From an optimization exercise on the open Yosys and OpenROAD flow, aimed at small area, a short achievable clock period and few clock cycles; shortcuts taken in it are not production practice.
At most, simulation tests tie the RTL to the original design; equivalence was not proved.
The RTL of runs 1, 3 and 4 was laid out without a check of its function.
Power and IR drop assume default switching activity.

File: design/flow/design.v
module owd_core (
    input              clk,
    input              rst,
    input              start,
    input              cancel,
    input      [31:0]  sample_rate_hz,
    input              force_overdrive,
    input              channel_valid,
    input      [7:0]   channel,
    output reg         cur_valid,
    output reg [1:0]   cur_cmd,
    output reg [31:0]  cur_n,
    input              cur_ack,
    input      [63:0]  cur_sample,
    input              cur_level,
    input              cur_eos,
    output             snk_valid,
    output     [180:0] snk_data,
    output             idle,
    output             busy,
    output             halted,
    output reg [1:0]   halt_reason,
    output     [7:0]   chan
);
    localparam [31:0] MIN_SAMPLE_RATE_HZ = 32'd2000000;
    localparam [1:0] CMD_QUERY = 2'd0, CMD_ADV_EDGE = 2'd1, CMD_PEEK_EDGE = 2'd2, CMD_ADV_BY = 2'd3;
    localparam [1:0] REC_FRAME = 2'd0, REC_COMMIT = 2'd1, REC_MARKER = 2'd2, REC_PROGRESS = 2'd3;
    localparam [2:0] MK_INVALID = 3'd0, MK_START = 3'd1, MK_DOWNARROW = 3'd2, MK_ZERO = 3'd3,
                     MK_ONE = 3'd4;
    localparam [1:0] LAYER_UNKNOWN = 2'd0, LAYER_DATA = 2'd1, LAYER_COMMAND = 2'd2,
                     LAYER_CRC = 2'd3;
    localparam [1:0] HR_NONE = 2'd0, HR_CANCELLED = 2'd1, HR_EOS = 2'd2, HR_CONFIG = 2'd3;
    localparam [4:0] S_IDLE = 5'd0,  S_HALT = 5'd1,  S_CFGE = 5'd2,  S_Q   = 5'd3,
                     S_M0   = 5'd4,  S_M1   = 5'd5,  S_M2   = 5'd6,  S_GAPF = 5'd7,
                     S_DISP = 5'd8,  S_RA   = 5'd9,  S_B    = 5'd10, S_C1  = 5'd11,
                     S_C2   = 5'd12, S_FR   = 5'd13, S_PR   = 5'd14, S_CX  = 5'd15,
                     S_FIX  = 5'd16, S_EFIX = 5'd17, S_RQ  = 5'd18, S_GQ  = 5'd19;
    reg [4:0]  ph;
    reg [7:0]  cfg_chan;
    reg [63:0] rise, fall, field_start;
    reg [47:0] acc;
    reg [5:0]  bits;
    reg [1:0]  layer;
    reg        unk;         
    reg        defer;       
    reg        warn;
    reg        h_lt10;      
    reg        h_gap;       
    reg        hacc;        
    reg        lvl;         
    reg        lazy;        
    reg        prog_rise;   
    reg        fr_done;
    reg        asm_pend, asm_bit;
    reg        c_rst, c_warn, c_gtchk, c_gtsp;
    reg [15:0] t10;
    reg [1:0]  t40lo;
    reg [15:0] t15;
    reg        t30lo;
    reg [3:0]  t480lo;
    reg [18:0] t88;
    reg [20:0] t380;
    wire [22:0] t1000 = acc[22:0];
    wire [16:0] t30  = {t15, t30lo};
    wire [17:0] t40  = {t10, t40lo};
    wire [20:0] t480 = {t15, t30lo, t480lo};
    reg [5:0]  tstep;
    wire [12:0] tQ   = acc[12:0];
    wire [19:0] tR   = acc[32:13];
    wire [22:0] tqb  = field_start[22:0];
    wire [19:0] trem = field_start[42:23];
    reg        rv;
    reg [1:0]  rtype;
    reg [1:0]  rbase;       
    reg [2:0]  rmk;
    reg        rfd;         
    reg        rfr;         
    assign idle   = (ph == S_IDLE);
    assign halted = (ph == S_HALT);
    assign busy   = !idle && !halted;
    assign chan   = cfg_chan;
    wire thr_ready = (tstep == 6'd50);
    reg        te_div, te_first, te_b;
    reg [3:0]  te_wr;       
    always @(*) begin
        te_div = 1'b0; te_first = 1'b0; te_b = 1'b0; te_wr = 4'd0;
        case (tstep)
            6'd0, 6'd1, 6'd2, 6'd3, 6'd4, 6'd5, 6'd6, 6'd7, 6'd8, 6'd9, 6'd10, 6'd11, 6'd12:
                te_div = 1'b1;
            6'd13: te_wr = 4'd1;
            6'd14: te_b = 1'b1;
            6'd15: ;
            6'd16: te_wr = 4'd2;
            6'd17: ;
            6'd18: begin te_wr = 4'd5; te_first = 1'b1; te_b = 1'b1; end
            6'd19, 6'd20: te_b = 1'b1;
            6'd21: te_wr = 4'd3;
            6'd22: te_wr = 4'd4;
            6'd23, 6'd24, 6'd25: ;
            6'd26: begin te_wr = 4'd8; te_first = 1'b1; end
            6'd27, 6'd28: te_b = 1'b1;
            6'd29, 6'd30, 6'd31: ;
            6'd32: begin te_wr = 4'd6; te_first = 1'b1; end
            6'd33, 6'd34, 6'd35, 6'd36, 6'd37: te_b = 1'b1;
            6'd38, 6'd39: ;
            6'd40: begin te_wr = 4'd7; te_first = 1'b1; te_b = 1'b1; end
            6'd41, 6'd42, 6'd43: te_b = 1'b1;
            6'd44: ;
            6'd45: te_b = 1'b1;
            6'd46, 6'd47, 6'd48: ;
            6'd49: te_wr = 4'd9;
            default: ;
        endcase
    end
    wire [3:0]  te_bitidx  = 4'd12 - tstep[3:0];
    wire        te_ratebit = sample_rate_hz[te_bitidx];
    wire [19:0] te_sr  = te_first ? tR : trem;
    wire [22:0] te_sq  = te_first ? {10'd0, tQ} : tqb;
    wire [19:0] te_add = te_div ? {19'd0, te_ratebit} : (te_b ? tR : 20'd0);
    wire [21:0] te_t0  = {1'b0, te_sr, 1'b0} + {2'd0, te_add};
    wire        te_c2  = (te_t0 >= 22'd2000000);
    wire        te_c1  = (te_t0 >= 22'd1000000);
    wire [21:0] te_rm  = te_t0 - (te_c2 ? 22'd2000000 : te_c1 ? 22'd1000000 : 22'd0);
    wire [19:0] te_rn  = te_rm[19:0];
    wire [1:0]  te_cn  = {te_c2, te_c1 & !te_c2};
    wire [22:0] te_qn  = {te_sq[21:0], 1'b0} + {21'd0, te_cn} +
                         ((!te_div && te_b) ? {10'd0, tQ} : 23'd0);
    wire [63:0] sb      = (ph == S_M1) ? rise : fall;
    wire [39:0] sb_hi_p1 = sb[63:24] + 40'd1;
    wire        d_eq0   = (cur_sample[63:24] == sb[63:24]);
    wire        d_eq1   = (cur_sample[63:24] == sb_hi_p1);
    wire [23:0] cur_lo  = cur_sample[23:0];
    wire [23:0] sb_lo   = sb[23:0];
    function lt24;
        input [23:0] a, b;
        reg [31:0] l0, e0;
        reg [15:0] l1, e1;
        reg [7:0]  l2, e2;
        reg [3:0]  l3, e3;
        reg [1:0]  l4, e4;
        integer i;
        begin
            l0 = {8'd0, ~a & b};
            e0 = {8'hFF, ~(a ^ b)};
            for (i = 0; i < 16; i = i + 1) begin
                l1[i] = l0[2*i+1] | (e0[2*i+1] & l0[2*i]);
                e1[i] = e0[2*i+1] & e0[2*i];
            end
            for (i = 0; i < 8; i = i + 1) begin
                l2[i] = l1[2*i+1] | (e1[2*i+1] & l1[2*i]);
                e2[i] = e1[2*i+1] & e1[2*i];
            end
            for (i = 0; i < 4; i = i + 1) begin
                l3[i] = l2[2*i+1] | (e2[2*i+1] & l2[2*i]);
                e3[i] = e2[2*i+1] & e2[2*i];
            end
            for (i = 0; i < 2; i = i + 1) begin
                l4[i] = l3[2*i+1] | (e3[2*i+1] & l3[2*i]);
                e4[i] = e3[2*i+1] & e3[2*i];
            end
            lt24 = l4[1] | (e4[1] & l4[0]);
        end
    endfunction
    wire d_bw    = lt24(cur_lo, sb_lo);
    wire d_small = d_bw ? d_eq1 : d_eq0;
    function below;
        input [23:0] c, s, t;
        input        k2;
        input        bw;
        reg   [25:0] x, y, z, sm, cy, a, b;
        reg   [23:0] g0, p0;
        reg   [11:0] g1, p1;
        reg   [5:0]  g2, p2;
        reg   [2:0]  g3, p3;
        reg          c24, c25, u24, u25;
        integer i;
        begin
            x  = {2'b00, c};
            y  = {2'b11, ~s};
            z  = {2'b11, ~t};
            sm = x ^ y ^ z;
            cy = (x & y) | (x & z) | (y & z);
            a  = sm;
            b  = {cy[24:0], k2};
            g0 = a[23:0] & b[23:0];
            p0 = a[23:0] | b[23:0];
            g0[0] = p0[0];
            for (i = 0; i < 12; i = i + 1) begin
                g1[i] = g0[2*i+1] | (p0[2*i+1] & g0[2*i]);
                p1[i] = p0[2*i+1] & p0[2*i];
            end
            for (i = 0; i < 6; i = i + 1) begin
                g2[i] = g1[2*i+1] | (p1[2*i+1] & g1[2*i]);
                p2[i] = p1[2*i+1] & p1[2*i];
            end
            for (i = 0; i < 3; i = i + 1) begin
                g3[i] = g2[2*i+1] | (p2[2*i+1] & g2[2*i]);
                p3[i] = p2[2*i+1] & p2[2*i];
            end
            c24 = g3[2] | (p3[2] & (g3[1] | (p3[1] & g3[0])));
            u24 = a[24] ^ b[24] ^ c24;
            c25 = (a[24] & b[24]) | ((a[24] | b[24]) & c24);
            u25 = a[25] ^ b[25] ^ c25;
            below = bw ? (u25 & ~u24) : u25;
        end
    endfunction
    wire dd_lt10   = d_small &&  below(cur_lo, sb_lo, {8'd0, t10},   1'b1, d_bw);
    wire [22:0] tb_sel  = (ph == S_M1) ? t1000 : (ph == S_RQ) ? {2'd0, t480} : {2'd0, t380};
    wire        b_below = below(cur_lo, sb_lo, {1'b0, tb_sel}, (ph == S_RQ), d_bw);
    wire dd_gt1000 = !d_small || !b_below;
    wire dd_gt15   = !d_small || !below(cur_lo, sb_lo, {8'd0, t15},   1'b0, d_bw);
    wire dd_gt30   = !d_small || !below(cur_lo, sb_lo, {7'd0, t30},   1'b0, d_bw);
    wire dd_gt40   = !d_small || !below(cur_lo, sb_lo, {6'd0, t40},   1'b0, d_bw);
    wire dd_lt88   = d_small &&  below(cur_lo, sb_lo, {5'd0, t88},   1'b1, d_bw);
    wire dd_gt380  = !d_small || !b_below;
    wire dd_lt480  = d_small && b_below;
    wire x_gh   = !defer && h_lt10;
    wire x_gl   = !defer && dd_lt10;
    wire x_rst  = dd_gt380 || (force_overdrive && dd_gt40 && dd_lt88);
    wire x_warn = dd_gt380;      
    reg [5:0] layer_width;
    always @(*) begin
        case (layer)
            LAYER_DATA:    layer_width = 6'd16;
            LAYER_COMMAND: layer_width = 6'd48;
            default:       layer_width = 6'd8;
        endcase
    end
    wire asm_full = (bits + 6'd1 == layer_width);
    wire asm_on   = (layer != LAYER_UNKNOWN);
    wire [4:0] asm_next = !asm_on ? S_PR : asm_full ? S_FR : S_PR;
    always @(*) begin
        cur_valid = 1'b0;
        cur_cmd   = CMD_ADV_EDGE;
        cur_n     = 32'd0;
        case (ph)
            S_Q, S_GQ, S_RA: begin cur_valid = 1'b1; cur_cmd = CMD_QUERY; end
            S_M0, S_RQ: cur_valid = 1'b1;
            S_M1:   cur_valid = thr_ready;
            S_M2:   begin cur_valid = 1'b1; cur_cmd = CMD_PEEK_EDGE; end
            S_B, S_FIX: begin cur_valid = 1'b1; cur_cmd = CMD_ADV_BY; cur_n = {15'd0, t30}; end
            S_C1, S_EFIX: begin cur_valid = 1'b1; cur_cmd = CMD_ADV_BY; cur_n = {16'd0, t15}; end
            S_C2:   begin cur_valid = 1'b1; cur_cmd = CMD_ADV_BY; cur_n = {16'd0, t15} + {31'd0, t30lo}; end
            default: ;
        endcase
    end
    wire ack = cur_valid && cur_ack;
    wire [63:0] s_samp   = (rbase == 2'd1) ? rise : (rbase == 2'd2) ? field_start : fall;
    wire        r_frame  = (rtype == REC_FRAME);
    wire        r_marker = (rtype == REC_MARKER);
    wire        r_commit = (rtype == REC_COMMIT);
    assign snk_valid         = rv;
    assign snk_data[1:0]     = rtype;
    assign snk_data[65:2]    = r_commit ? 64'd0 : s_samp;
    assign snk_data[68:66]   = r_marker ? rmk : r_frame ? rise[2:0] : 3'd0;
    assign snk_data[129:69]  = r_frame ? rise[63:3] : 61'd0;
    assign snk_data[131:130] = rfd ? layer : 2'd0;
    assign snk_data[179:132] = rfd ? acc : 48'd0;
    assign snk_data[180]     = rfr & warn;
    wire m2_ok   = (ph == S_M2) && ack && !cur_eos;
    wire do_disp = (m2_ok && !x_gh && !x_gl && !unk) || (ph == S_DISP);
    wire f_rst   = (ph == S_DISP) ? c_rst   : x_rst;
    wire f_warn  = (ph == S_DISP) ? c_warn  : x_warn;
    wire f_gtchk = (ph == S_DISP) ? c_gtchk : dd_gt15;
    wire f_gtsp  = (ph == S_DISP) ? c_gtsp  : dd_gt30;
    wire [24:0] fsp_lo  = {1'b0, fall[23:0]} + {8'd0, t30};
    wire [63:0] fall_sp = {fsp_lo[24] ? sb_hi_p1 : fall[63:24], fsp_lo[23:0]};
    always @(posedge clk) begin
        if (rst) begin
            ph          <= S_IDLE;
            halt_reason <= HR_NONE;
            cfg_chan    <= 8'd0;
            rv          <= 1'b0;
        end else begin
            rv  <= 1'b0;
            rfd <= 1'b0;
            rfr <= 1'b0;
            if (!thr_ready) begin
                tstep <= tstep + 6'd1;
                field_start[42:0] <= {te_rn, te_qn};
                case (te_wr)
                    4'd1: acc[32:0] <= {trem, tqb[12:0]};
                    4'd2: t10    <= tqb[15:0];
                    4'd3: t15    <= tqb[15:0];
                    4'd4: t30lo  <= tqb[0];
                    4'd5: t40lo  <= tqb[1:0];
                    4'd6: t88    <= tqb[18:0];
                    4'd7: t380   <= tqb[20:0];
                    4'd8: t480lo <= tqb[3:0];
                    4'd9: acc[22:0] <= tqb[22:0];
                    default: ;
                endcase
            end
            if (asm_pend) begin
                asm_pend <= 1'b0;
                if (asm_on) begin
                    if (asm_bit)
                        acc[bits] <= 1'b1;
                    bits <= bits + 6'd1;
                end
            end
            if ((ph == S_M2) && ack && (bits == 6'd0))
                field_start <= fall;
            if (ack && cur_eos) begin
                if (ph == S_B) begin
                    ph <= S_EFIX;
                end else begin
                    halt_reason <= HR_EOS;
                    ph          <= S_HALT;
                end
            end else begin
                case (ph)
                    S_IDLE: begin
                        if (start) begin
                            if (sample_rate_hz < MIN_SAMPLE_RATE_HZ || !channel_valid) begin
                                halt_reason <= HR_CONFIG;
                                ph          <= S_CFGE;
                            end else begin
                                cfg_chan    <= channel;
                                halt_reason <= HR_NONE;
                                layer       <= LAYER_UNKNOWN;
                                bits        <= 6'd0;
                                unk         <= 1'b1;
                                defer       <= 1'b0;
                                hacc        <= 1'b0;
                                lazy        <= 1'b0;
                                fr_done     <= 1'b0;
                                asm_pend    <= 1'b0;
                                tstep       <= 6'd0;
                                field_start[42:0] <= {1'b0, sample_rate_hz[31:13], 23'd0};
                                ph          <= S_Q;
                            end
                        end
                    end
                    S_CFGE: ph <= S_HALT;
                    S_Q: if (ack) begin
                        rise <= cur_sample;
                        lvl  <= cur_level;
                        ph   <= cur_level ? S_M1 : S_M0;
                    end
                    S_M0: if (ack) begin
                        if (!hacc)
                            rise <= cur_sample;
                        hacc <= 1'b0;
                        lazy <= 1'b0;
                        ph   <= S_M1;
                    end
                    S_M1: if (ack) begin
                        fall   <= cur_sample;
                        h_lt10 <= dd_lt10;
                        h_gap  <= dd_gt1000;
                        ph     <= S_M2;
                    end
                    S_M2: if (ack) begin
                        if (!x_rst)
                            fall <= fall_sp;
                        if (!x_gl)
                            rise <= cur_sample;
                        if (x_gh || x_gl) begin
                            rmk   <= MK_INVALID;
                            hacc  <= !x_gh;
                            ph    <= S_GQ;
                        end else begin
                            defer   <= 1'b0;
                            c_rst   <= x_rst;
                            c_warn  <= x_warn;
                            c_gtchk <= dd_gt15;
                            c_gtsp  <= dd_gt30;
                            if (unk) begin
                                rmk   <= h_gap ? MK_START : MK_DOWNARROW;
                                ph    <= S_GQ;
                            end
                        end
                    end
                    S_GQ: if (ack) begin
                        fall  <= cur_sample;
                        rv    <= 1'b1;
                        rtype <= REC_MARKER;
                        rbase <= 2'd0;
                        ph    <= !unk ? S_M0 : (rmk == MK_START) ? S_GAPF :
                                 (rmk == MK_DOWNARROW) ? S_DISP : S_M0;
                    end
                    S_RQ: if (ack) begin
                        warn   <= warn && dd_lt480;
                        rv     <= 1'b1;
                        rtype  <= REC_FRAME;
                        rbase  <= 2'd0;
                        rfr    <= 1'b1;
                        layer  <= LAYER_DATA;
                        bits   <= 6'd0;
                        acc    <= 48'd0;
                        unk    <= 1'b0;
                        defer  <= 1'b1;
                        lvl       <= 1'b1;
                        prog_rise <= 1'b1;
                        ph        <= S_PR;
                    end
                    S_GAPF: begin
                        rv    <= 1'b1;
                        rtype <= REC_COMMIT;
                        layer <= LAYER_DATA;
                        bits  <= 6'd0;
                        acc   <= 48'd0;
                        unk   <= 1'b0;
                        ph    <= S_DISP;
                    end
                    S_RA: if (ack) begin
                        fall <= cur_sample;
                        ph   <= S_RQ;
                    end
                    S_B, S_C2: if (ack) begin
                        fall      <= cur_sample;
                        rv        <= 1'b1;
                        rtype     <= REC_MARKER;
                        rbase     <= 2'd0;
                        rmk       <= cur_level ? MK_ONE : MK_ZERO;
                        lvl       <= cur_level;
                        prog_rise <= 1'b0;
                        asm_pend  <= 1'b1;
                        asm_bit   <= cur_level;
                        ph        <= asm_next;
                    end
                    S_C1: if (ack) begin
                        fall <= cur_sample;
                        if (cur_level) begin
                            rv        <= 1'b1;
                            rtype     <= REC_MARKER;
                            rbase     <= 2'd0;
                            rmk       <= MK_INVALID;
                            lvl       <= 1'b1;
                            prog_rise <= 1'b0;
                            ph        <= S_PR;
                        end else begin
                            ph <= S_C2;
                        end
                    end
                    S_FR: begin
                        rv      <= 1'b1;
                        rtype   <= REC_FRAME;
                        rbase   <= 2'd2;
                        rfd     <= 1'b1;
                        fr_done <= 1'b1;
                        ph      <= S_PR;
                    end
                    S_PR: begin
                        rv    <= 1'b1;
                        rtype <= REC_PROGRESS;
                        rbase <= prog_rise ? 2'd1 : 2'd0;
                        if (fr_done) begin
                            fr_done <= 1'b0;
                            bits    <= 6'd0;
                            acc     <= 48'd0;
                            layer   <= (layer == LAYER_DATA) ? LAYER_COMMAND : LAYER_CRC;
                        end
                        if (cancel)
                            ph <= lazy ? S_FIX : S_CX;
                        else
                            ph <= lvl ? S_M1 : S_M0;
                    end
                    S_CX: begin
                        halt_reason <= HR_CANCELLED;
                        ph          <= S_HALT;
                    end
                    S_FIX: if (ack) begin
                        halt_reason <= HR_CANCELLED;
                        ph          <= S_HALT;
                    end
                    S_EFIX: if (ack) begin
                        halt_reason <= HR_EOS;
                        ph          <= S_HALT;
                    end
                    default: ;  
                endcase
                if (do_disp) begin
                    if (f_rst) begin
                        rv     <= 1'b1;
                        rtype  <= REC_COMMIT;
                        warn   <= f_warn;
                        ph     <= S_RQ;
                    end else if (f_gtsp) begin
                        if (ph == S_DISP)
                            fall  <= fall_sp;
                        rv        <= 1'b1;
                        rtype     <= REC_MARKER;
                        rbase     <= 2'd0;
                        rmk       <= MK_ZERO;
                        lvl       <= 1'b0;
                        prog_rise <= 1'b0;
                        lazy      <= 1'b1;
                        asm_pend  <= 1'b1;
                        asm_bit   <= 1'b0;
                        ph        <= asm_next;
                    end else if (f_gtchk) begin
                        ph <= S_B;
                    end else begin
                        ph <= S_C1;
                    end
                end
            end
        end
    end
endmodule
File: design/flow/constraint.sdc
create_clock -name core_clock -period 12.0 [get_ports {clk}]
set_input_delay 2.4000 -clock core_clock [delete_from_list [all_inputs] [get_ports {clk}]]
set_output_delay 2.4000 -clock core_clock [all_outputs]
set_load 0.01 [all_outputs]
File: design/flow/config.mk
export PLATFORM = sky130hd
export DESIGN_NAME = owd_core
export DESIGN_NICKNAME = owd_core
export VERILOG_FILES = /design/flow/design.v
export SDC_FILE = /design/flow/constraint.sdc
export NUM_CORES = 4
export LEC_CHECK = 0
export ABC_CLOCK_PERIOD_IN_PS = 3500
export CAP_MARGIN = 30
export CORE_MARGIN = 2
export CORE_UTILIZATION = 55
export SETUP_SLACK_MARGIN = 5
export SLEW_MARGIN = 30
File: design/flow/run.sh
#!/bin/bash
# synth_recipe.tcl (not shown) runs the flow's synth.tcl, then flattens the netlist and writes it again
# the make line also repeats each setting of config.mk as NAME=value (left out here)
make -C /OpenROAD-flow-scripts/flow DESIGN_CONFIG=/design/flow/config.mk WORK_HOME=/design/flow/orfs CLKGATE_MAP_FILE= SYNTH_SCRIPT=/design/flow/synth_recipe.tcl finish
==> run notes, run 1 <==
For met1 alone, demand over resource in global routing was 61.5%. Number of antenna violations at the first check in global routing: 6. Traced cell by cell, the critical path runs through clkdlybuf4s50_1 -> clkinvlp_4 -> buf_4 -> fa_1 -> nor2_1 -> nor4b_1 -> o21ai_2 -> a211o_1 -> maj3_1 -> a2111oi_4 -> buf_4 -> nor3_1 -> nand4_1 -> o21ai_0 -> nand2_1 -> nand2_1 -> a21boi_0. The logs give 30.0% for the normalized max-slew margin and 32400 for the number of global-route vias before repair. The floorplan core area came out at 63000 um^2.

Number of warnings printed during yosys synthesis: 1. The critical path in this run is classified as input port to flop. Post-synthesis share of cell area spent on full adders, half adders and majority gates: 11.3%. The floorplan row count was 92.

The largest individual stage delay along the critical path comes from the cell sky130_fd_sc_hd__clkdlybuf4s50_1. The tools report the cell area after synthesis as 34900 um^2. Post-synthesis sequential element count: 381. The final core utilization was 65.6%; the shortest clock period the worst path allows after layout was 6.87 ns. Clock-pin slew was measured on the worst setup and hold paths at 0.06 ns. Once routing completed, OpenROAD measured the worst setup slack at 5.13 ns. In this run, the combinational gates consume 52.0% of the power. For this design the ratio of total power to cell area is 187 nW/um^2. The worst register-to-register path has a depth of 23. The logs give 15.2 nW for the static power due to leakage and 28.3% for the fraction of power consumed by sequential logic. Setup violations remaining at the end of the flow were counted as 0.

The netlist uses 113 different library cells. Port buffering added 327 buffers. The tools report the starting density of the core as 55.5%. STA classifies the critical path endpoint as a flop. Global routing finished with a remaining overflow of 0. Compared with the post-synthesis result, the final layout area differs by 18.2%. Summed over all nets, the switching power comes to 3.41 mW. Derived from the worst setup path, the maximum achievable clock frequency is 145 MHz. The arrival time reported for the critical path endpoint is 7.33 ns. For hold timing, the worst endpoint is cfg_chan[4]. Setup repair after global routing could not meet its margin everywhere. In this run the cell area measured after placement is 38800 um^2. The number of detailed-routing iterations run before antenna repair came out at 12. After detailed routing, the total wire length is 145000 um. The detailed-route vias per instance is 6.95. In this run, synthesis inferred 358 flip-flops with an integrated enable.

In this run switching power makes up 44.0% of total power. In this run the horizontal extent of the chip is 256 um. The setup check on the worst reg-to-reg path leaves a slack of 5.13 ns.

The tools report the H-tree level count as 2. The library cell used most frequently in the layout, excluding fill and tap cells, is sky130_fd_sc_hd__nand2_1. The area of all placed cells without fillers came out at 41300 um^2. In this design, the stage delay of the slowest critical-path cell is 0.69 ns. The average cell area after synthesis works out to 8.64 um^2.

The most congested layer reported by global routing is met1. The final cycle utilization of the critical path was 57.3%. The detailed router's first-iteration violation count came out at 5742. Detailed placement finished with a half-perimeter wire length of 103000 um. Before CTS, the worst setup slack after placement is 3.03 ns.

The gate count of the mapped netlist is 4041, and the number of cells on the critical path is 17. Hold path depth: 2. The tools report the die area as 65500 um^2. For this design the top-level I/O count stands at 343. The wire length per cell is 28.2 um.

For this run, the leading register cell type out of synthesis is sky130_fd_sc_hd__edfxtp_1. In this design, the largest share of critical-path delay is due to compound AO/OA/AOI/OAI gates. The run gives 0 as the final max-slew violation count. In this run the most critical hold path is launched from cfg_chan[4]. The compound-cell area share of the yosys netlist works out to 23.9%.

The design draws 7.74 mW. The endpoint identified for the worst register-to-register timing path is fall[18]. Buffers inserted during clock tree synthesis total 47. The xor and xnor fraction of the mapped netlist area works out to 2.96%. In this run the worst hold path is classified as flop to flop. TritonCTS built the clock tree.

Net count of the finished layout: 4606. The routed layout has 35800 vias. The height of the chip was 256 um; the highest net fanout along the worst path was 6. The simple-gate portion of the synthesized area works out to 21.4%.

Critical path startpoint category: an input port. The number of hold-slack violations in the final timing report came out at 0. The run finished with no timing, DRC or antenna violations. The number of placed cells counting well taps came out at 5022. The share of flip-flops with an asynchronous set or reset works out to 0%. Across every metal layer, demand over resource in global routing totals 42.5%. The global-route wire length before repair is 212000 um.

In the layout the commonest cells are sky130_fd_sc_hd__nand2_1, sky130_fd_sc_hd__edfxtp_1, sky130_fd_sc_hd__clkdlybuf4s50_1. The final hold slack was 0.455 ns. The number of buffers and inverters on the critical path is 4, and the cell internal power dissipation is 4.33 mW. The main combinational cell family by area after synthesis was compound AO/OA/AOI/OAI gates.

The clock reaches the later pin of the worst-skew pair after 0.63 ns. For the number of cells in the finished layout apart from fillers, the log shows 5152. Fill cell instance count of the final layout: 5349.

Accumulated negative setup slack: 0 ns. Register area share after synthesis: 32.1%. The actual transition at the worst max-transition pin is 1.05 ns, and the final RePlAce weighted congestion is 1.02.

The fraction of synthesized area in multiplexers was 3.11%; the worst clock skew was 0.0149 ns. In the routed design, unresolved DRC markers number 0. In the final layout, the share of cells above drive strength 1 is 9.22%. The buffer levels on the longest clock path came out at 3.

The remaining antenna violation count was 0; the largest vdd supply drop was 0.000297 V. Entering global routing, the biggest net connects 70 pins. In the global route stage, met2 resource usage came out at 60.9%. The clock tree root buffer cell is sky130_fd_sc_hd__clkbuf_16.

Across the run, the number of max-cap violations was 0. For the worst setup path, the data required time is 12.46 ns. Global routing consumed, on the met3 layer, 11.6% of the routing resources. The tools report the startpoint of the lowest-slack register-to-register path as ph[2]. The tools report the clock group share of total power as 19.8%. For the TritonCTS sink count, the log shows 381.
[per-layer routing]
metal / part of all wire (%) / vias up
met5: 0.016 / -
met4: 4.1 / 4
met2: 42 / 2778
met1: 39 / 17200
met3: 15 / 366
li1: - / 15500
[kinds of logic (layout without fill, tap and decap cells)]
logic type | Yosys count | after routing
compound gates | 1243 | 1245
fa+ha+maj | 255 | 255
xor+xnor | 118 | 118
simple gates | 1497 | 1498
mux | 98 | 98
flops | 381 | 381
buf+inv | 448 | 695
other cells | 1 | 16
[power by group through the flow]
stage / Clock, mW / Sequential, mW / Combinational [mW]
after CTS: 1.53 / 2.16 / 3.81
after floorplan: 0 / 1.96 / 2.61
after global placement: 0 / 2.19 / 3.65
final: 1.53 / 2.19 / 4.02
after global routing: 1.57 / 2.19 / 4.34
after detailed placement: 0 / 2.19 / 3.67
[cells in the mapped netlist (69+ instances only)]
cell type                  number  share of area, %
sky130_fd_sc_hd__nand3_1      102               1.5
sky130_fd_sc_hd__nor3_1        81               1.2
sky130_fd_sc_hd__inv_1        170               1.8
sky130_fd_sc_hd__a31oi_1       69               1.2
sky130_fd_sc_hd__a22oi_1      140               3.0
sky130_fd_sc_hd__edfxtp_1     358                31
sky130_fd_sc_hd__o21ai_0      229               3.3
sky130_fd_sc_hd__nor2_1       274               2.9
sky130_fd_sc_hd__nand2_1      508               5.5
sky130_fd_sc_hd__and2_1       176               3.2
sky130_fd_sc_hd__a21oi_1      292               4.2
sky130_fd_sc_hd__fa_1         111               6.4
sky130_fd_sc_hd__clkbuf_1     200               2.1
sky130_fd_sc_hd__ha_1         115               4.1
[layout make-up]
| cell class | count | area, um^2 | area share [%] |
|---|---|---|---|
| Clock inverter | 30 | 367 | 0.888 |
| Antenna cell | 1 | 2.50 | 0.00606 |
| Timing Repair Buffer | 436 | 4190 | 10.2 |
| Inverter | 172 | 678 | 1.64 |
| Multi-Input combinational cell | 3229 | 22500 | 54.6 |
| Tap cell | 846 | 1060 | 2.56 |
| Clock buffer | 57 | 1220 | 2.96 |
| Sequential cell | 381 | 11200 | 27.2 |
[flip-flops by register name, summed over array words and instances (netlist names), 2 cells and up]
signal       cells
fall            64
field_start     64
rise            64
acc             48
t380            21
t88             19
t10             16
t15             16
cfg_chan         8
bits             6
tstep            6
ph               5
t480lo           4
te_wr            4
rmk              3
halt_reason      2
layer            2
rbase            2
rtype            2
t40lo            2
[what timing repair did]
action                     4_1_cts  5_1_grt
cloned                           3        1
resized for setup               68       51
pin swaps                       11       20
setup endpoints to repair      158       95
setup buffers                   28        8
hold buffers                     0        0
[worst max-delay path by stage]
stage                        start              end  slack, ns
detailed placement   cur_sample[8]         fall[18]       3.03
CTS                 cur_sample[14]         fall[20]       5.01
global placement     cur_sample[8]         fall[18]       3.00
finish               cur_sample[2]               rv       5.13
global route                  te_b  field_start[15]       4.90
floorplan                 te_first  field_start[15]       5.12
[worst min-delay path, stage by stage, from the launching register on]
cell and delay (ns):
sky130_fd_sc_hd__dfxtp_1 0.31, sky130_fd_sc_hd__nand2_1 0.05, sky130_fd_sc_hd__a21oi_1 0.05
==> inputs of run 2 (changes only) <==
--- a/design/flow/design.v
+++ b/design/flow/design.v
@@ -267,10 +267,5 @@
     wire [63:0] fall_sp = {fsp_lo[24] ? sb_hi_p1 : fall[63:24], fsp_lo[23:0]};
     always @(posedge clk) begin
-        if (rst) begin
-            ph          <= S_IDLE;
-            halt_reason <= HR_NONE;
-            cfg_chan    <= 8'd0;
-            rv          <= 1'b0;
-        end else begin
+        begin
             rv  <= 1'b0;
             rfd <= 1'b0;
@@ -499,4 +494,10 @@
             end
         end
+        if (rst) begin
+            ph          <= S_IDLE;
+            halt_reason <= HR_NONE;
+            cfg_chan    <= 8'd0;
+            rv          <= 1'b0;
+        end
     end
 endmodule
==> run 2 against run 1 <==
Register-to-register slack better by 0.04 ns. Utilization up 1.1 points. Global-route usage down 0.54 points. Synthesized area decreased by 5.1%. Clock skew up 0.0038 ns.
==> run notes, run 2 <==
The latest clock arrival within the worst-skew pair was 0.63 ns (about the same); the H-tree level count was 2 (unchanged). Total power per unit cell area: 222 nW/um^2 (was 187 nW/um^2). The TritonCTS sink count is 381 (unchanged), and the largest vdd supply drop is 0.000214 V (was 0.000297 V).

The detailed-route vias per instance is 6.83 (was 6.95). The gate count of the mapped netlist was 3957 (was 4041); the number of hold-slack violations in the final timing report was 0 (unchanged). The most common library cell in the layout ignoring fill and taps is sky130_fd_sc_hd__nand2_1 (unchanged).

The area growth from synthesis to final layout was 19.1% (was 18.2%). The shortest clock period the worst path allows after layout came out at 7.01 ns (was 6.87 ns). The final max-slew violation count came out at 0 (unchanged).

The class of the tightest hold or removal check was flop to flop (unchanged). The worst slack at placement is 3.53 ns (was 3.03 ns), and the total global routing overflow is 0 (unchanged). The floorplan core area is 59200 um^2 (was 63000 um^2), and the wire length per cell is 27.0 um (was 28.2 um). The run gives 31.3% (was 30.0%) as the normalized max-slew margin. The worst clock skew is 0.0187 ns (was 0.0149 ns), and the total vias in the final route is 34400 (was 35800). The tools report the remaining antenna violation count as 0 (unchanged). The critical path capture point type is a flop (unchanged). The number of detailed-routing iterations run before antenna repair was 9 (was 12); the starting density of the core was 55.9% (was 55.5%). The final worst setup slack is 4.99 ns (was 5.13 ns), and the number of warnings printed during yosys synthesis is 1 (unchanged). List of most frequent post-synthesis cells: sky130_fd_sc_hd__nand2_1, sky130_fd_sc_hd__a21oi_1, sky130_fd_sc_hd__o21ai_0 (was sky130_fd_sc_hd__nand2_1, sky130_fd_sc_hd__edfxtp_1, sky130_fd_sc_hd__a21oi_1).

The cell area after synthesis is 33100 um^2 (was 34900 um^2), and the highest net fanout along the worst path is 25 (was 6). TritonCTS built the clock tree. The run gives 0 (unchanged) as the final setup violation count.

The tools report the clock tree root buffer cell as sky130_fd_sc_hd__clkbuf_16 (unchanged). Ranking of synthesized cells by area: sky130_fd_sc_hd__edfxtp_1, sky130_fd_sc_hd__dfxtp_1, sky130_fd_sc_hd__fa_1 (was sky130_fd_sc_hd__edfxtp_1, sky130_fd_sc_hd__fa_1, sky130_fd_sc_hd__nand2_1). Critical path startpoint category: an input port (unchanged).

The required time of the critical path was 12.36 ns (was 12.46 ns). The run gives 69 (was 70) as the pin count of the biggest net entering global routing. For the global-route wire length before repair, the log shows 200000 um (was 212000 um). For the die area, the log shows 62200 um^2 (was 65500 um^2). For the TritonCTS buffer count, the log shows 45 (was 47). The floorplan row count is 89 (was 92). The static power due to leakage is 14.8 nW (was 15.2 nW), and the actual transition at the worst max-transition pin is 1.03 ns (was 1.05 ns). The accumulated negative setup slack was 0 ns (unchanged). Fill cell instance count of the final layout: 5058 (was 5349). The tools report the count of cell types in the netlist as 100 (was 113).

Largest registers: fall x64, field_start x64, rise x64 (unchanged). The proportion of netlist area held by the largest area contributor was 22.8% (was 30.8%); the max-capacitance violation count was 0 (unchanged). Setup repair after global routing left no endpoint under its margin. The register area share after synthesis was 30.6% (was 32.1%); the detailed-route wire length was 136000 um (was 145000 um).

The fmax is 143 MHz (was 145 MHz), and the count of flip-flops with a built-in enable after synthesis is 252 (was 358). The chip width was 249 um (was 256 um). The library cell with the highest instance count after synthesis was sky130_fd_sc_hd__nand2_1 (unchanged). The classification of the worst setup path was input port to flop (unchanged).

The overall fraction of global-route tracks in use came out at 42.0% (was 42.5%). The final RePlAce weighted congestion was 1.01 (was 1.02). The tools report the detailed placer's ending HPWL as 99600 um (was 103000 um). The count of unresolved DRC violations after routing is 0 (unchanged), and the boundary pin count is 343 (unchanged).

The number of global-route vias before repair was 31100 (was 32400). The tools report the final core utilization as 66.6% (was 65.6%). Share of flip-flops with an asynchronous set or reset: 0% (unchanged). The buffer levels on the longest clock path was 3 (unchanged); the total of buffers placed on input and output ports was 327 (unchanged).

The post-CTS clock slew at the launch and capture registers of the worst setup and hold paths is 0.06 ns (about the same), and the average cell area after synthesis is 8.37 um^2 (was 8.64 um^2). The dominant synthesized flop cell was sky130_fd_sc_hd__edfxtp_1 (unchanged). The post-synthesis sequential element count works out to 381 (unchanged).

The most area-hungry cell type in the Yosys netlist is sky130_fd_sc_hd__edfxtp_1 (unchanged). The net count of the finished layout was 4567 (was 4606). For the number of antenna violations at the first check in global routing, the log shows 5 (was 6). The flow ran to the end and the layout has no timing, DRC or antenna violations.

The detailed router's first-iteration violation count was 4653 (was 5742). The final cycle utilization of the critical path works out to 58.4% (was 57.3%). The share of post-route cells with drive strength above 1 was 9.43% (was 9.22%).

Commonest cells after routing, fill and taps aside: sky130_fd_sc_hd__nand2_1, sky130_fd_sc_hd__clkdlybuf4s50_1, sky130_fd_sc_hd__a21oi_1 (was sky130_fd_sc_hd__nand2_1, sky130_fd_sc_hd__edfxtp_1, sky130_fd_sc_hd__clkdlybuf4s50_1). The arrival time reported for the critical path endpoint was 7.37 ns (was 7.33 ns). The number of hold buffers added after CTS is 0 (unchanged), and the height of the chip is 249 um (was 256 um).
run 2: cell types whose count changed in the layout (fill, tap and decap cells not counted), moves of 20 or more:
| cell | before | now |
|---|---|---|
| sky130_fd_sc_hd__o21ai_0 | 220 | 240 |
| sky130_fd_sc_hd__edfxtp_1 | 358 | 252 |
| sky130_fd_sc_hd__dfxtp_1 | 21 | 128 |
| sky130_fd_sc_hd__xor2_1 | 58 | 37 |
| sky130_fd_sc_hd__a221o_1 | 14 | 44 |
| sky130_fd_sc_hd__a22oi_1 | 140 | 105 |
| sky130_fd_sc_hd__nor2_1 | 263 | 239 |
run 2: path summary, 6_finish.rpt:
check	cells past startpoint	slack [ns]	endpoint	startpoint
min reg2reg	2	0.45	cfg_chan[2]	cfg_chan[2]
min	2	0.45	cfg_chan[2]	cfg_chan[2]
max	17	4.99	fall[31]	cur_sample[3]
max reg2reg	31	5.17	field_start[17]	te_first
run 2: power breakdown:
part	internal, mW	total, mW	leakage [nW]	switching [mW]
logic	2.08	4.98	10.6	2.90
clock network	0.763	1.40	0.705	0.635
registers	1.77	2.38	3.52	0.603
run 2: timing repair:
| item | CTS | global route |
|---|---|---|
| resized for setup | 51 | 87 |
| pin swaps | 23 | 31 |
| setup endpoints to repair | 163 | 95 |
| gates cloned | 4 | 1 |
| buffers inserted | 22 | 38 |
run 2: critical path: stages:
cell	delay (ns)
sky130_fd_sc_hd__clkdlybuf4s50_1	0.57
sky130_fd_sc_hd__clkinvlp_4	0.26
sky130_fd_sc_hd__fa_1	0.60
sky130_fd_sc_hd__or2_2	0.34
sky130_fd_sc_hd__nand3_1	0.09
sky130_fd_sc_hd__a211oi_1	0.07
sky130_fd_sc_hd__a2111oi_2	0.56
sky130_fd_sc_hd__maj3_1	0.37
sky130_fd_sc_hd__o21ai_0	0.18
sky130_fd_sc_hd__nand2b_1	0.13
sky130_fd_sc_hd__a22oi_1	0.08
sky130_fd_sc_hd__o221a_4	0.31
sky130_fd_sc_hd__o41ai_2	0.33
sky130_fd_sc_hd__nand3_1	0.15
sky130_fd_sc_hd__buf_8	0.24
sky130_fd_sc_hd__and2_4	0.29
sky130_fd_sc_hd__a221o_1	0.38
run 2: kinds of logic after synthesis:
logic type               count (synthesis)  synth area share, %
AND/OR/NAND/NOR                       1475                 21.8
AO/OA/AOI/OAI                         1188                 23.6
buffers and inverters                  434                 5.37
flip-flops                             381                 30.6
adder cells (fa/ha/maj)                266                 12.3
XOR/XNOR                               115                 3.04
multiplexers                            97                 3.24
other                                    1               0.0113
run 2: area by class of cell:
cell class	count	area, um^2	area share (%)
multi-input cells	3161	21900	55.4
flip-flops and latches	381	10200	25.7
clock buffers	52	1180	3.00
diodes	1	2.50	0.00634
repair buffers	449	4270	10.8
clock inverters	31	273	0.691
well taps	773	967	2.45
inverters	190	752	1.91
run 2: metrics by stage:
step | instances | total power, mW | hold slack [ns] | instance area [um^2]
after floorplan | 3971 | 5.26 | 0.424 | 33200
after global placement | 4887 | 6.99 | 0.440 | 37000
after detailed placement | 4889 | 7.04 | 0.449 | 37000
after CTS | 4998 | 8.50 | 0.457 | 38800
after global routing | 5038 | 9.21 | 0.481 | 39500
final | 5038 | 8.75 | 0.454 | 39500
run 2: metal layers:
layer  GRT usage [%]  part of all wire (%)
met5               0                0.0088
met1            60.2                    40
met2            59.0                    41
met4            20.4                   5.5
met3            10.2                    14
Testbench counts of run 2, summed over its fixed seeds: cycles 58,474.
==> inputs of run 3 (changes only) <==
--- a/design/flow/design.v
+++ b/design/flow/design.v
@@ -267,5 +267,10 @@
     wire [63:0] fall_sp = {fsp_lo[24] ? sb_hi_p1 : fall[63:24], fsp_lo[23:0]};
     always @(posedge clk) begin
-        begin
+        if (rst) begin
+            ph          <= S_IDLE;
+            halt_reason <= HR_NONE;
+            cfg_chan    <= 8'd0;
+            rv          <= 1'b0;
+        end else begin
             rv  <= 1'b0;
             rfd <= 1'b0;
@@ -494,10 +499,4 @@
             end
         end
-        if (rst) begin
-            ph          <= S_IDLE;
-            halt_reason <= HR_NONE;
-            cfg_chan    <= 8'd0;
-            rv          <= 1'b0;
-        end
     end
 endmodule
--- a/design/flow/config.mk
+++ b/design/flow/config.mk
@@ -6,8 +6,8 @@
 export NUM_CORES = 4
 export LEC_CHECK = 0
-export ABC_CLOCK_PERIOD_IN_PS = 3500
 export CAP_MARGIN = 30
 export CORE_MARGIN = 2
 export CORE_UTILIZATION = 55
+export PLACE_DENSITY_LB_ADDON = 0.1
 export SETUP_SLACK_MARGIN = 5
 export SLEW_MARGIN = 30
==> run 3 against run 2 <==
Still clean on timing, DRC and antenna. Synthesized area up 5.4%. Clock power rose by 7%. Die area rose by 5.3%. Highest routed layer unchanged. Largest power group unchanged. Critical endpoint is now rmk[1].
==> run notes, run 3 <==
The worst clock skew is 0.0372 ns (was 0.0187 ns), and the average cell area after synthesis is 8.64 um^2 (was 8.37 um^2). The actual transition at the worst max-transition pin came out at 1.00 ns (was 1.03 ns). Cell chain of the critical path: clkdlybuf4s50_1 -> clkinvlp_4 -> ha_1 -> nand4_1 -> nor2_1 -> a221oi_2 -> buf_4 -> a21oi_1 -> buf_6 -> nor2_4 -> or4_1 -> a211o_1 -> nor4_4 -> buf_4 -> nand3_1 -> o22ai_1 -> and3b_4 -> a311o_1 (was clkdlybuf4s50_1 -> clkinvlp_4 -> fa_1 -> or2_2 -> nand3_1 -> a211oi_1 -> a2111oi_2 -> maj3_1 -> o21ai_0 -> nand2b_1 -> a22oi_1 -> o221a_4 -> o41ai_2 -> nand3_1 -> buf_8 -> and2_4 -> a221o_1).

Ranking of synthesized cells by area: sky130_fd_sc_hd__edfxtp_1, sky130_fd_sc_hd__fa_1, sky130_fd_sc_hd__nand2_1 (was sky130_fd_sc_hd__edfxtp_1, sky130_fd_sc_hd__dfxtp_1, sky130_fd_sc_hd__fa_1). Area growth from synthesis to final layout: 18.3% (was 19.1%). TritonCTS built the clock tree. Die area: 65500 um^2 (was 62200 um^2). The run gives 0 (unchanged) as the number of hold-slack violations in the final timing report. The final setup violation count came out at 0 (unchanged).

The clock group share of total power was 19.4% (was 16.0%). The post-synthesis sequential element count came out at 381 (unchanged). The run finished with no timing, DRC or antenna violations. The slowest cell on the critical path is sky130_fd_sc_hd__or4_1 (was sky130_fd_sc_hd__fa_1). The fmax is 146 MHz (was 143 MHz), and the chip width is 256 um (was 249 um).

The proportion of power drawn by combinational gates was 52.4% (was 56.9%); the worst slack at placement was 2.91 ns (was 3.53 ns). The normalized max-slew margin was 32.8% (was 31.3%); the count of flip-flops with a built-in enable after synthesis was 358 (was 252). The run gives 8 (was 9) as the number of detailed-routing iterations run before antenna repair. The cell with the most instances on the worst path was sky130_fd_sc_hd__buf_4 (was sky130_fd_sc_hd__nand3_1). Clock tree root buffer cell: sky130_fd_sc_hd__clkbuf_16 (unchanged).

The run gives 0.63 ns (about the same) as the latest clock arrival within the worst-skew pair. The run gives 3 (unchanged) as the buffer levels on the longest clock path. The cell internal power dissipation is 4.31 mW (was 4.62 mW), and the register area share after synthesis is 32.1% (was 30.6%).

Largest registers: fall x64, field_start x64, rise x64 (unchanged). Most area-hungry cell type in the Yosys netlist: sky130_fd_sc_hd__edfxtp_1 (unchanged). The run gives 42.8% (was 42.0%) as the overall fraction of global-route tracks in use.

The run gives 381 (unchanged) as the TritonCTS sink count. The gate count of the mapped netlist was 4041 (was 3957). The dominant synthesized flop cell was sky130_fd_sc_hd__edfxtp_1 (unchanged). The number of antenna violations at the first check in global routing was 6 (was 5); the number of cells in the finished layout apart from fillers was 5151 (was 5038). The max-capacitance violation count came out at 0 (unchanged). Arrival time reported for the critical path endpoint: 7.21 ns (was 7.37 ns).

The total global routing overflow was 0 (unchanged). The floorplan core area is 63000 um^2 (was 59200 um^2). The boundary pin count is 343 (unchanged).

The tools report the floorplan row count as 92 (was 89). The run gives 113 (was 100) as the count of cell types in the netlist. The tools report the number of hold buffers added after CTS as 0 (unchanged).

The share of flip-flops with an asynchronous set or reset works out to 0% (unchanged). The proportion of netlist area held by the largest area contributor was 30.8% (was 22.8%); the detailed-route wire length was 146000 um (was 136000 um). Critical path capture point type: a flop (unchanged). The switching power summed over all nets was 3.41 mW (was 4.14 mW).

List of most frequent post-synthesis cells: sky130_fd_sc_hd__nand2_1, sky130_fd_sc_hd__edfxtp_1, sky130_fd_sc_hd__a21oi_1 (was sky130_fd_sc_hd__nand2_1, sky130_fd_sc_hd__a21oi_1, sky130_fd_sc_hd__o21ai_0). The share of post-route cells with drive strength above 1 is 9.37% (was 9.43%). The class of the tightest hold or removal check was flop to flop (unchanged). The tools report the total vias in the final route as 35900 (was 34400).

The net count of the finished layout was 4604 (was 4567); the number of global-route vias before repair was 32800 (was 31100). The pin count of the biggest net entering global routing was 74 (was 69); the height of the chip was 256 um (was 249 um). The TritonCTS buffer count is 46 (was 45).

The highest net fanout along the worst path was 15 (was 25). The final cycle utilization of the critical path works out to 57.0% (was 58.4%). For the number of warnings printed during yosys synthesis, the log shows 1 (unchanged). For the detailed router's first-iteration violation count, the log shows 5465 (was 4653). The library cell with the highest instance count after synthesis is sky130_fd_sc_hd__nand2_1 (unchanged). For the final worst setup slack, the log shows 5.16 ns (was 4.99 ns). The fill cell instance count of the final layout came out at 5409 (was 5058). The classification of the worst setup path is input port to flop (unchanged). The detailed-route vias per instance works out to 6.96 (was 6.83). The run gives 5023 (was 4889) as the number of placed cells counting well taps. For the placed standard-cell area, the log shows 38800 um^2 (was 37000 um^2).

Setup repair after global routing left no endpoint under its margin. The static power due to leakage is 15.2 nW (was 14.8 nW), and the required time of the critical path is 12.36 ns (about the same). The logs give 55.5% (was 55.9%) for the starting density of the core and 0 (unchanged) for the remaining antenna violation count. Detailed placer's ending HPWL: 104000 um (was 99600 um).

The kind of cell adding the most delay to the critical path was simple AND/OR/NAND/NOR gates (was compound AO/OA/AOI/OAI gates). The area of all placed cells without fillers came out at 41300 um^2 (was 39500 um^2). The most common library cell in the layout ignoring fill and taps is sky130_fd_sc_hd__nand2_1 (unchanged).

The cell area after synthesis is 34900 um^2 (was 33100 um^2), and the number of buffers and inverters on the critical path is 5 (was 3). The fraction of power spent switching nets was 44.2% (was 47.3%); the global-route wire length before repair was 214000 um (was 200000 um). The total power per unit cell area was 187 nW/um^2 (was 222 nW/um^2).

The count of unresolved DRC violations after routing is 0 (unchanged). Shortest clock period the worst path allows after layout: 6.84 ns (was 7.01 ns). The fraction of power consumed by sequential logic came out at 28.2% (was 27.2%).

The post-CTS clock slew at the launch and capture registers of the worst setup and hold paths was 0.06 ns (about the same). The wire length per cell came out at 28.3 um (was 27.0 um). The largest vdd supply drop was 0.000332 V (was 0.000214 V); the accumulated negative setup slack was 0 ns (unchanged). The peak per-stage delay on the critical path came out at 0.59 ns (was 0.60 ns). The critical path startpoint category is an input port (unchanged). The H-tree level count came out at 2 (unchanged). For the final max-slew violation count, the log shows 0 (unchanged).

For the final RePlAce weighted congestion, the log shows 1.02 (was 1.01). Commonest cells after routing, fill and taps aside: sky130_fd_sc_hd__nand2_1, sky130_fd_sc_hd__edfxtp_1, sky130_fd_sc_hd__clkdlybuf4s50_1 (was sky130_fd_sc_hd__nand2_1, sky130_fd_sc_hd__clkdlybuf4s50_1, sky130_fd_sc_hd__a21oi_1). The total of buffers placed on input and output ports works out to 327 (unchanged).
run 3: cell families after synthesis:
kind of cell	Yosys count	share of synthesized area [%]
DFF	381	32.1
and+or+nand+nor	1497	21.4
muxes	98	3.11
adders and majority gates	255	11.3
xor gates and xnor gates	118	2.96
buffers and inverters	448	5.23
other	1	0.0107
AOI/OAI and AO/OA	1243	23.9
run 3: final cells by class:
cell class | instances | area (um^2) | area share (%)
Sequential cell | 381 | 11200 | 27.1
Clock inverter | 27 | 315 | 0.763
Timing Repair Buffer | 435 | 4240 | 10.3
Multi-Input combinational cell | 3229 | 22600 | 54.6
Inverter | 172 | 678 | 1.64
Tap cell | 846 | 1060 | 2.56
Antenna cell | 2 | 5.00 | 0.0121
Clock buffer | 59 | 1240 | 3.00
run 3: path summary, 6_finish.rpt:
check | start | to | slack (ns) | depth (start not counted)
setup / recovery | cur_sample[14] | rmk[1] | 5.16 | 18
hold / removal | cfg_chan[0] | cfg_chan[0] | 0.45 | 2
setup reg to reg | ph[1] | fall[39] | 5.18 | 22
hold reg to reg | cfg_chan[0] | cfg_chan[0] | 0.45 | 2
run 3: per-stage QoR:
step                utilization (%)  power (mW)  hold WS [ns]
finish                         65.6        7.73         0.451
global route                   65.6        8.08         0.475
CTS                            65.0        7.47         0.454
detailed placement             61.7        5.87         0.447
global placement               61.6        5.83         0.441
floorplan                         -        4.58         0.424
run 3: power by group through the flow:
stage	Sequential (mW)	Clock (mW)	Combinational (mW)
finish	2.18	1.50	4.05
global route	2.18	1.54	4.36
CTS	2.15	1.49	3.83
detailed placement	2.17	0	3.70
global placement	2.17	0	3.67
floorplan	1.96	0	2.61
run 3: repair_timing:
action / CTS / global route
pin swaps: 14 / 25
gates resized for setup: 69 / 67
gates cloned: 5 / 0
endpoints found under the setup margin: 175 / 151
setup buffers: 22 / 12
run 3: per-layer routing:
metal | vias to the layer above | part of all wire, % | GRT usage, % | routed length [um]
met5 | - | 0.023 | 0 | 33
met4 | 6 | 4.3 | 16.1 | 6320
met3 | 402 | 15 | 12.0 | 21600
met2 | 2781 | 41 | 60.7 | 59800
met1 | 17200 | 40 | 62.0 | 58000
li1 | 15500 | - | - | -
run 3: worst min-delay path: cells and delay by family, from the launching register on:
kind | cells | cell delay, ns
AOI/OAI and AO/OA | 1 | 0.05
and+or+nand+nor | 1 | 0.05
DFF | 1 | 0.30
==> inputs of run 4 (changes only) <==
--- a/design/flow/config.mk
+++ b/design/flow/config.mk
@@ -8,6 +8,5 @@
 export CAP_MARGIN = 30
 export CORE_MARGIN = 2
-export CORE_UTILIZATION = 55
-export PLACE_DENSITY_LB_ADDON = 0.1
+export CORE_UTILIZATION = 50
 export SETUP_SLACK_MARGIN = 5
 export SLEW_MARGIN = 30
==> run 4 against run 3 <==
Synthesized cell count stayed put. Cell count rose by 2.2%. Register-to-register slack got worse by 0.07 ns. Setup slack lost 0.11 ns. Flip-flop and latch count is the same.
==> run notes, run 4 <==
The run finished with no timing, DRC or antenna violations. The share of post-route cells with drive strength above 1 works out to 10.5% (was 9.37%). The fill cell instance count of the final layout was 6125 (was 5409). The run gives 68800 um^2 (was 63000 um^2) as the floorplan core area. Commonest cells after routing, fill and taps aside: sky130_fd_sc_hd__nand2_1, sky130_fd_sc_hd__edfxtp_1, sky130_fd_sc_hd__clkdlybuf4s50_1 (unchanged). Largest registers: fall x64, field_start x64, rise x64 (unchanged).

The detailed router's first-iteration violation count was 5038 (was 5465). Worst clock skew: 0.0236 ns (was 0.0372 ns). The worst-case hold path end point was cfg_chan[6] (was cfg_chan[0]). Setup repair after global routing left no endpoint under its margin. The hold path depth was 2 (unchanged). Total power per unit cell area: 188 nW/um^2 (was 187 nW/um^2). The antenna diode count was 0 (was 2); the average cell area after synthesis was 8.64 um^2 (unchanged). The tools report the largest vdd supply drop as 0.000228 V (was 0.000332 V).

For the number of warnings printed during yosys synthesis, the log shows 1 (unchanged). For the total vias in the final route, the log shows 35600 (was 35900). The library cell with the highest instance count after synthesis was sky130_fd_sc_hd__nand2_1 (unchanged). The final cycle utilization of the critical path came out at 58.0% (was 57.0%).

The pin count of the biggest net entering global routing came out at 65 (was 74). For the worst reg-to-reg setup slack, the log shows 5.11 ns (was 5.18 ns). The boundary pin count came out at 343 (unchanged). The most common library cell in the layout ignoring fill and taps is sky130_fd_sc_hd__nand2_1 (unchanged). List of most frequent post-synthesis cells: sky130_fd_sc_hd__nand2_1, sky130_fd_sc_hd__edfxtp_1, sky130_fd_sc_hd__a21oi_1 (unchanged). The height of the chip was 268 um (was 256 um); the net count of the finished layout was 4634 (was 4604). For the fmax, the log shows 144 MHz (was 146 MHz).

The total global routing overflow was 0 (unchanged); the count of cell types in the netlist was 113 (unchanged). The floorplan row count came out at 96 (was 92). The post-CTS clock slew at the launch and capture registers of the worst setup and hold paths is 0.06 ns (about the same). The H-tree level count is 2 (unchanged), and the number of antenna violations at the first check in global routing is 7 (was 6). The gate count of the mapped netlist was 4041 (unchanged).

The run gives 0 (unchanged) as the max-capacitance violation count. The class of the tightest hold or removal check is flop to flop (unchanged). Ranking of synthesized cells by area: sky130_fd_sc_hd__edfxtp_1, sky130_fd_sc_hd__fa_1, sky130_fd_sc_hd__nand2_1 (unchanged). The tools report the detailed placer's ending HPWL as 106000 um (was 104000 um). The buffer levels on the longest clock path was 3 (unchanged).

The overall fraction of global-route tracks in use is 39.7% (was 42.8%). The shortest clock period the worst path allows after layout was 6.96 ns (was 6.84 ns); the number of detailed-routing iterations run before antenna repair was 6 (was 8). The most area-hungry cell type in the Yosys netlist is sky130_fd_sc_hd__edfxtp_1 (unchanged).

The normalized max-slew margin is 34.5% (was 32.8%). The tools report the cell area after synthesis as 34900 um^2 (unchanged). For the latest clock arrival within the worst-skew pair, the log shows 0.62 ns (was 0.63 ns).

For the starting density of the core, the log shows 50.7% (was 55.5%). The critical register-to-register path endpoint was fall[44] (was fall[39]). The logs give 0 (unchanged) for the count of unresolved DRC violations after routing and 12.45 ns (was 12.36 ns) for the required time of the critical path. Final hold slack: 0.457 ns (was 0.451 ns). The actual transition at the worst max-transition pin was 0.980 ns (was 1.00 ns). Proportion of netlist area held by the largest area contributor: 30.8% (unchanged). For the TritonCTS buffer count, the log shows 48 (was 46).

The total of buffers placed on input and output ports is 327 (unchanged). Accumulated negative setup slack: 0 ns (unchanged). TritonCTS built the clock tree.

Number of global-route vias before repair: 32100 (was 32800). Area taken by multi-input logic gates: 22700 um^2 (was 22600 um^2). The detailed-route wire length was 149000 um (was 146000 um); the detailed-route vias per instance was 6.75 (was 6.96). The final RePlAce weighted congestion was 0.998 (was 1.02). The post-synthesis sequential element count works out to 381 (unchanged). The tools report the critical path capture point type as a flop (unchanged). The run gives 7.40 ns (was 7.21 ns) as the arrival time reported for the critical path endpoint.

The classification of the worst setup path was input port to flop (unchanged). The count of flip-flops with a built-in enable after synthesis is 358 (unchanged), and the final max-slew violation count is 0 (unchanged). The startpoint of the lowest-slack register-to-register path is ph[4] (was ph[1]).

The logs give 381 (unchanged) for the TritonCTS sink count and 0 (unchanged) for the number of hold-slack violations in the final timing report. The count of cells along the worst register-to-register path was 24 (was 22); the final setup violation count was 0 (unchanged). The clock tree root buffer cell is sky130_fd_sc_hd__clkbuf_16 (unchanged).

The tools report the critical path startpoint category as an input port (unchanged). The wire length per cell is 28.2 um (was 28.3 um), and the global-route wire length before repair is 214000 um (about the same). The chip width works out to 268 um (was 256 um). The run gives 11200 um^2 (unchanged) as the footprint of the flip-flops and latches. Dominant synthesized flop cell: sky130_fd_sc_hd__edfxtp_1 (unchanged). The run gives 32.1% (unchanged) as the register area share after synthesis. The area growth from synthesis to final layout works out to 19.7% (was 18.3%).

The highest net fanout along the worst path is 13 (was 15), and the share of flip-flops with an asynchronous set or reset is 0% (unchanged). The run gives 72000 um^2 (was 65500 um^2) as the die area. The origin of the worst min-delay path was cfg_chan[6] (was cfg_chan[0]). The remaining antenna violation count is 0 (unchanged), and the static power due to leakage is 15.3 nW (was 15.2 nW).
==> run 4: cell counts after synthesis <==
Identical to the previous run, type by type.
==> run 4: repair_timing <==
item / in CTS / in global routing
hold buffers: 0 / 0
resized for setup: 64 / 87
hold endpoints to repair: 0 / 0
setup buffers: 28 / 30
endpoints found under the setup margin: 165 / 95
pin swaps: 14 / 31
gates cloned: 2 / 2
==> run 4: cells by family (layout without fill, tap and decap cells) <==
family	count (synthesis)	after routing	synth area share, %
mux	98	98	3.11
xor+xnor	118	118	2.96
flops	381	381	32.1
fa+ha+maj	255	255	11.3
compound gates	1243	1244	23.9
simple gates	1497	1499	21.4
other cells	1	15	0.0107
buf+inv	448	725	5.23
==> run 4: where the power goes <==
group	switching (mW)	leakage, nW	internal [mW]
registers	0.359	3.58	1.80
clock network	0.651	0.773	0.905
logic	2.44	10.9	1.72
==> run 4: how the worst max path moves through the flow <==
stage               depth (start not counted)  slack, ns               to      startpoint
floorplan                                  31       5.12  field_start[15]        te_first
global placement                           16       2.60         fall[52]   cur_sample[7]
detailed placement                         16       3.07         fall[53]   cur_sample[7]
CTS                                        34       5.00  field_start[17]            te_b
global route                               31       4.87  field_start[19]        te_first
finish                                     18       5.04         fall[44]  cur_sample[15]
==> run 4: stage by stage <==
stage	worst slack (ns)	utilization (%)	power [mW]	cells	cell area [um^2]
finish	5.04	60.7	7.88	5266	41800
global route	4.87	60.7	8.26	5266	41800
CTS	5.00	59.8	7.57	5234	41100
detailed placement	3.07	56.7	5.89	5114	39000
global placement	2.60	56.6	5.87	5111	38900
floorplan	5.12	-	4.58	4055	35000
==> run 4: final cells by class <==
| type | instances | area share [%] |
|---|---|---|
| Clock buffer | 53 | 2.99 |
| Clock inverter | 37 | 0.931 |
| Inverter | 172 | 1.65 |
| Multi-Input combinational cell | 3229 | 54.2 |
| Sequential cell | 381 | 26.8 |
| Tap cell | 931 | 2.79 |
| Timing Repair Buffer | 463 | 10.6 |
==> run 4: metal layers <==
metal  global-route usage, %  share of wire, %
met1                    59.3                42
met2                    56.4                41
met3                    9.59                13
met4                    12.3               3.4
met5                       0             0.034
==> run 4: critical path: stages <==
cell and delay, ns:
sky130_fd_sc_hd__clkdlybuf4s50_1 0.56, sky130_fd_sc_hd__clkinvlp_4 0.17, sky130_fd_sc_hd__buf_4 0.19, sky130_fd_sc_hd__fa_1 0.44, sky130_fd_sc_hd__nor2b_1 0.15, sky130_fd_sc_hd__a221o_1 0.25, sky130_fd_sc_hd__nor3_1 0.30, sky130_fd_sc_hd__o311ai_0 0.21
sky130_fd_sc_hd__buf_4 0.20, sky130_fd_sc_hd__a2111oi_0 0.57, sky130_fd_sc_hd__o21ai_0 0.43, sky130_fd_sc_hd__nand2_1 0.21, sky130_fd_sc_hd__nand4b_4 0.19, sky130_fd_sc_hd__nor2_4 0.06, sky130_fd_sc_hd__buf_4 0.16, sky130_fd_sc_hd__a21oi_4 0.55
sky130_fd_sc_hd__a22oi_1 0.15, sky130_fd_sc_hd__o22ai_1 0.19
==> inputs of run 5 (changes only) <==
--- a/design/flow/design.v
+++ b/design/flow/design.v
@@ -267,10 +267,5 @@
     wire [63:0] fall_sp = {fsp_lo[24] ? sb_hi_p1 : fall[63:24], fsp_lo[23:0]};
     always @(posedge clk) begin
-        if (rst) begin
-            ph          <= S_IDLE;
-            halt_reason <= HR_NONE;
-            cfg_chan    <= 8'd0;
-            rv          <= 1'b0;
-        end else begin
+        begin
             rv  <= 1'b0;
             rfd <= 1'b0;
@@ -302,12 +297,5 @@
             if ((ph == S_M2) && ack && (bits == 6'd0))
                 field_start <= fall;
-            if (ack && cur_eos) begin
-                if (ph == S_B) begin
-                    ph <= S_EFIX;
-                end else begin
-                    halt_reason <= HR_EOS;
-                    ph          <= S_HALT;
-                end
-            end else begin
+            begin
                 case (ph)
                     S_IDLE: begin
@@ -499,4 +487,19 @@
             end
         end
+        if (ack && cur_eos) begin
+            rv <= 1'b0;
+            if (ph == S_B) begin
+                ph <= S_EFIX;
+            end else begin
+                halt_reason <= HR_EOS;
+                ph          <= S_HALT;
+            end
+        end
+        if (rst) begin
+            ph          <= S_IDLE;
+            halt_reason <= HR_NONE;
+            cfg_chan    <= 8'd0;
+            rv          <= 1'b0;
+        end
     end
 endmodule
--- a/design/flow/config.mk
+++ b/design/flow/config.mk
@@ -6,7 +6,8 @@
 export NUM_CORES = 4
 export LEC_CHECK = 0
+export ABC_CLOCK_PERIOD_IN_PS = 3500
 export CAP_MARGIN = 30
 export CORE_MARGIN = 2
-export CORE_UTILIZATION = 50
+export CORE_UTILIZATION = 55
 export SETUP_SLACK_MARGIN = 5
 export SLEW_MARGIN = 30
==> run 5 against run 4 <==
Still clean on timing, DRC and antenna. Die area down 16%. Critical endpoint is now rmk[1]. Largest power group unchanged. Synthesized cell count is 3.0% lower. Largest cell class unchanged. Global-route usage grew 4.2 points.
==> run notes, run 5 <==
The tools report the final setup violation count as 0 (unchanged). The run gives 2 (unchanged) as the H-tree level count. The total of buffers placed on input and output ports was 327 (unchanged); the number of cells in the finished layout apart from fillers was 4983 (was 5266). For the number of hold buffers added after CTS, the log shows 0 (unchanged).

The tools report the gate count of the mapped netlist as 3919 (was 4041). Origin of the worst min-delay path: cfg_chan[7] (was cfg_chan[6]). The fraction of synthesized area in multiplexers is 3.16% (was 3.11%), and the actual transition at the worst max-transition pin is 0.979 ns (was 0.980 ns). The flow ran to the end and the layout has no timing, DRC or antenna violations. The worst reg-to-reg setup slack was 5.16 ns (was 5.11 ns).

The fmax was 145 MHz (was 144 MHz); the average cell area after synthesis was 8.22 um^2 (was 8.64 um^2). The run gives 34800 (was 35600) as the total vias in the final route. The number of warnings printed during yosys synthesis was 1 (unchanged).

The share of flip-flops with an asynchronous set or reset was 0% (unchanged); the net count of the finished layout was 4520 (was 4634). The logs give 0 (unchanged) for the total global routing overflow and 7.79 mW (was 7.88 mW) for the overall power after layout. The most common library cell in the layout ignoring fill and taps was sky130_fd_sc_hd__nand2_1 (unchanged). The placed standard-cell area was 36100 um^2 (was 39000 um^2); the simple-gate portion of the synthesized area was 22.1% (was 21.4%). The cell area after synthesis was 32200 um^2 (was 34900 um^2). The number of global-route vias before repair came out at 32500 (was 32100). The TritonCTS buffer count is 46 (was 48), and the final RePlAce weighted congestion is 1.07 (was 0.998). The count of cell types in the netlist is 115 (was 113), and the detailed placer's ending HPWL is 101000 um (was 106000 um).

The required time of the critical path was 12.50 ns (was 12.45 ns). Commonest cells after routing, fill and taps aside: sky130_fd_sc_hd__nand2_1, sky130_fd_sc_hd__clkdlybuf4s50_1, sky130_fd_sc_hd__a21oi_1 (was sky130_fd_sc_hd__nand2_1, sky130_fd_sc_hd__edfxtp_1, sky130_fd_sc_hd__clkdlybuf4s50_1). Number of detailed-routing iterations run before antenna repair: 19 (was 6). The clock tree root buffer cell was sky130_fd_sc_hd__clkbuf_16 (unchanged). The detailed-route wire length was 139000 um (was 149000 um); the count of flip-flops with a built-in enable after synthesis was 176 (was 358). The post-CTS clock slew at the launch and capture registers of the worst setup and hold paths was 0.06 ns (about the same). The detailed-route vias per instance was 6.99 (was 6.75).

Timing startpoint of the critical path: cur_sample[0] (was cur_sample[15]). The xor and xnor fraction of the mapped netlist area works out to 3.20% (was 2.96%). The chip width is 246 um (was 268 um). The tools report the largest vdd supply drop as 0.000208 V (was 0.000228 V). The startpoint of the lowest-slack register-to-register path is te_first (was ph[4]).

The boundary pin count is 343 (unchanged). The run gives 0 (unchanged) as the final max-slew violation count. The height of the chip is 246 um (was 268 um), and the global-route wire length before repair is 203000 um (was 214000 um). The library cell with the highest instance count after synthesis is sky130_fd_sc_hd__nand2_1 (unchanged). The remaining antenna violation count is 0 (unchanged), and the total power per unit cell area is 202 nW/um^2 (was 188 nW/um^2). End of the critical path: rmk[1] (was fall[44]).
## run 5: worst max-delay path, stage by stage
cell and delay, ns:
sky130_fd_sc_hd__clkdlybuf4s50_1 0.66, sky130_fd_sc_hd__inv_1 0.20, sky130_fd_sc_hd__ha_1 0.23, sky130_fd_sc_hd__a21oi_1 0.22
sky130_fd_sc_hd__o21ai_0 0.23, sky130_fd_sc_hd__a41oi_2 0.43, sky130_fd_sc_hd__o211ai_1 0.29, sky130_fd_sc_hd__buf_4 0.24
sky130_fd_sc_hd__a311oi_2 0.24, sky130_fd_sc_hd__a41oi_1 0.13, sky130_fd_sc_hd__a2111oi_2 0.44, sky130_fd_sc_hd__nand4b_1 0.15
sky130_fd_sc_hd__buf_4 0.18, sky130_fd_sc_hd__or4_1 0.48, sky130_fd_sc_hd__o21a_1 0.29, sky130_fd_sc_hd__nand2_1 0.19
sky130_fd_sc_hd__nor2_4 0.11, sky130_fd_sc_hd__a211o_1 0.29
## run 5: metal layers
metal,wire length [um],track usage [%]
met5,8,0
met1,51800,59.5
met3,19800,11.0
met2,57400,64.3
met4,9570,23.4
## run 5: cell type report
class | count | area (um^2)
repair buffers | 447 | 4320
clock inverters | 22 | 275
multi-input cells | 3131 | 21700
fillers | 4622 | 19100
clock buffers | 63 | 1310
well taps | 765 | 957
flip-flops and latches | 381 | 9390
inverters | 174 | 672
## run 5: power breakdown
group	switching, mW	internal, mW	total [mW]
clock	0.648	0.840	1.49
combinational	2.49	1.67	4.16
sequential	0.480	1.67	2.15
total	3.62	4.17	7.79
## run 5: what timing repair did
| item | CTS | global route |
|---|---|---|
| setup endpoints to repair | 173 | 166 |
| setup buffers | 6 | 46 |
| gates cloned | 2 | 4 |
| pin swaps | 5 | 21 |
| resized for setup | 58 | 56 |
## run 5: worst min-delay path by stage
| stage | depth (start not counted) | to |
|---|---|---|
| floorplan | 0 | field_start[51] |
| global placement | 2 | cfg_chan[4] |
| global route | 2 | cfg_chan[6] |
| finish | 2 | cfg_chan[7] |
| CTS | 2 | cfg_chan[7] |
| detailed placement | 2 | cfg_chan[7] |
## run 5: logic make-up (layout without fill, tap and decap cells)
kind of cell,Yosys count,count (layout)
AND/OR/NAND/NOR,1439,1440
AO/OA/AOI/OAI,1205,1206
buffers and inverters,423,706
flip-flops,381,381
adder cells (fa/ha/maj),261,261
XOR/XNOR,117,117
multiplexers,92,92
other,1,15
## run 5: metrics by stage
stage / worst slack, ns / util, %
floorplan: 4.98 / -
global placement: 3.40 / 62.3
detailed placement: 3.27 / 62.4
CTS: 4.98 / 65.7
global route: 4.87 / 66.9
finish: 5.09 / 66.9
Testbench counts of run 5, summed over its fixed seeds: cycles 58,474.
